From an optimization exercise on the open Yosys and OpenROAD flow, aimed at small area, a short achievable clock period and few clock cycles per item; shortcuts taken in it are not production practice. In this exercise RTL edits were held to simulation tests only and were not proved equivalent to the original. Power figures rest on the tool's default switching activity, not on a simulated workload.

Design mdsb, start of the top module:
module mdsb (
    input  wire        clk,
    input  wire        rst,
    input  wire        cmd_valid,
    output wire        cmd_ready,
    input  wire [63:0] cmd,
    output reg         rsp_valid,
    output wire [63:0] rsp
);
    localparam [31:0] ONE = 32'h8000_0000;
    localparam [1:0] ENV_IDLE = 2'd0, ENV_ATTACK = 2'd1, ENV_RELEASE = 2'd2;
    localparam [1:0] MP_STATUS = 2'd0, MP_DATA1 = 2'd1, MP_DATA2 = 2'd2;
    localparam [2:0] DS_IDLE = 3'd0, DS_MUL = 3'd1, DS_XF = 3'd2, DS_DL = 3'd3,
                     DS_PRE  = 3'd4, DS_DIV = 3'd5, DS_FIN = 3'd6;
    reg [1:0]  env_phase;
    reg [31:0] env_out;
    reg [31:0] env_arate;
    reg        arate_set;
    reg [31:0] env_rrate;
    reg        rrate_set;
    reg [31:0] osc_phase;
    reg [23:0] osc_sr;
    reg        sr_set;
    reg [31:0] osc_freq;
    reg        freq_set;
    reg [31:0] osc_delta;
    wire       delta_set = sr_set & freq_set;
    reg [31:0] rb_mem [0:15];
    reg [3:0]  rb_head;
    reg [3:0]  rb_tail;
    reg [4:0]  rb_size;
    reg [1:0]  mp_state;
    reg [7:0]  mp_status;
    reg [6:0]  mp_data1;
    reg [15:0] mq_mem [0:7];
    reg [2:0]  mq_head;
    reg [2:0]  mq_tail;
    reg [3:0]  mq_size;
    reg [7:0]  c_op;         
    reg        c_legal;      
    reg        c_snz;        
    reg [47:0] c_opnd;       
    reg        cv;
    reg        rdy;
    reg        c_div, c_envd, c_oscd, c_step;
    assign cmd_ready = rdy;
    wire [7:0] iop    = cmd[63:56];
    wire       i_div  = (iop == 8'h12) | (iop == 8'h13) | (iop == 8'h21) | (iop == 8'h22);
    wire       i_envd = (iop == 8'h10) | (iop == 8'h15) | (iop == 8'h16);
    wire       i_oscd = (iop == 8'h20) | (iop == 8'h24);
    wire       i_step = (iop == 8'h20);
    wire [47:0] iopnd = cmd[47:0];
    wire        iz0 = (iopnd[7:0]   == 8'd0);
    wire        iz1 = (iopnd[15:8]  == 8'd0);
    wire        iz2 = (iopnd[23:16] == 8'd0);
    wire        iz3 = (iopnd[31:24] == 8'd0);
    wire        iz4 = (iopnd[47:32] == 16'd0);
    reg         i_legal;
    always @(*) begin
        case (iop)
  ...
Size in the first run: about 1200 flip-flops, ~130 I/O pins.
clock: 15.0 ns
lec_check: 0
cap_margin: 20
core_margin: 2
core_utilization: 55
cts_cluster_diameter: 70
cts_cluster_size: 25
slew_margin: 20
synth_memory_max_bits: 16384
standard.sh (not shown) runs the stock make flow with config.mk's settings and CLKGATE_MAP_FILE= SYNTH_SCRIPT=/design/flow/synth_recipe.tcl, a recipe that flattens the netlist after the stock synthesis.
==> flow/flow/run.sh <==
#!/bin/bash
set -euo pipefail
bash standard.sh SETUP_SLACK_MARGIN=10 finish > flow_make.log 2>&1
Testbench counts at the start, summed over its fixed seeds: cycles 35,121, items 25,460.
Change:
--- a/flow/design.v
+++ b/flow/design.v
@@ -270,20 +270,22 @@
     reg [9:0]  ya_d;
     reg        ya_n1, ya_n2;
     reg [21:0] yb_hi;        
     reg [9:0]  yb_lo;        
     reg        yb_lnz;       
     reg [16:0] y_r;
     wire [21:0] yb_phi = ya_d * osc_phase[23:12];
     wire [21:0] yb_plo = ya_d * osc_phase[11:0];
-    wire [28:0] yc_t = {({1'b0, ya_qa} ^ {17{ya_n1}}), 12'd0} + {16'd0, ya_n1, 12'd0} +
-                       {{7{ya_n2}}, yb_hi ^ {22{ya_n2}}} + {{19{ya_n2}}, yb_lo ^ {10{ya_n2}}} +
-                       {27'd0, ya_n2 & ~yb_lnz, ya_n2 & yb_lnz};
-    wire [16:0] yc_y = yc_t[28:12];
+    wire [21:0] yc_s   = yb_hi + {12'd0, yb_lo};
+    wire [9:0]  yc_f   = yc_s[21:12];                          
+    wire        yc_st  = yb_lnz | (yc_s[11:0] != 12'd0);       
+    wire [10:0] yc_h   = {1'b0, yc_f} - {10'd0, ya_n2 & ~yc_st};
+    wire [10:0] yc_g   = yc_h ^ {11{ya_n2}};
+    wire [16:0] yc_y   = ({1'b0, ya_qa} ^ {17{ya_n1}}) + {{6{yc_g[10]}}, yc_g} + {16'd0, ya_n1};
     always @(posedge clk) begin
         ya_qa  <= rom_qa;
         ya_d   <= rom_d;
         ya_n1  <= osc_phase_d[31];
         ya_n2  <= osc_phase_d[31] ^ osc_phase_d[30];
         yb_hi  <= yb_phi;
         yb_lo  <= yb_plo[21:12];
         yb_lnz <= (yb_plo[11:0] != 12'd0);
Total power drops by about 4.5%.
Global-route usage drops by 1.6 points.
Final area drops by about 1.6%.
Die area drops by about 0.9%.
Worst hold slack degrades by 0.045 ns.
Final cell count drops by about 1.4%.
Testbench counts after the change, summed over its fixed seeds: cycles 35,121, items 25,460.

re-timing with driven ports:
No port has a modelled driver above. Below, the same layouts with a new extraction and two added sets of constraints. Step 1: set_driving_cell puts a clkbuf_16 on clk and a buf_2 on each other input, an assumption about the parent block. Step 2 moves the port delays by t, midway between the first and last clock arrival at a register: inputs arrive t later, outputs are due t later. That takes back most of the time a late clock gives input paths. a / b / c = ideal ports / drivers / drivers and shift; a / b = the first two.
run | t (ns) | setup slack, ns | worst setup path after step 2
the first run | 0.822 | 9.768 / 9.768 / 9.362 | input to register
the second run | 0.774 | 9.515 / 9.515 / 9.467 | input to register
After both steps every run listed still meets setup and hold. The setup slack of the first run, which loses most, moves by 0.000 ns with the drivers and by -0.406 ns with both steps.
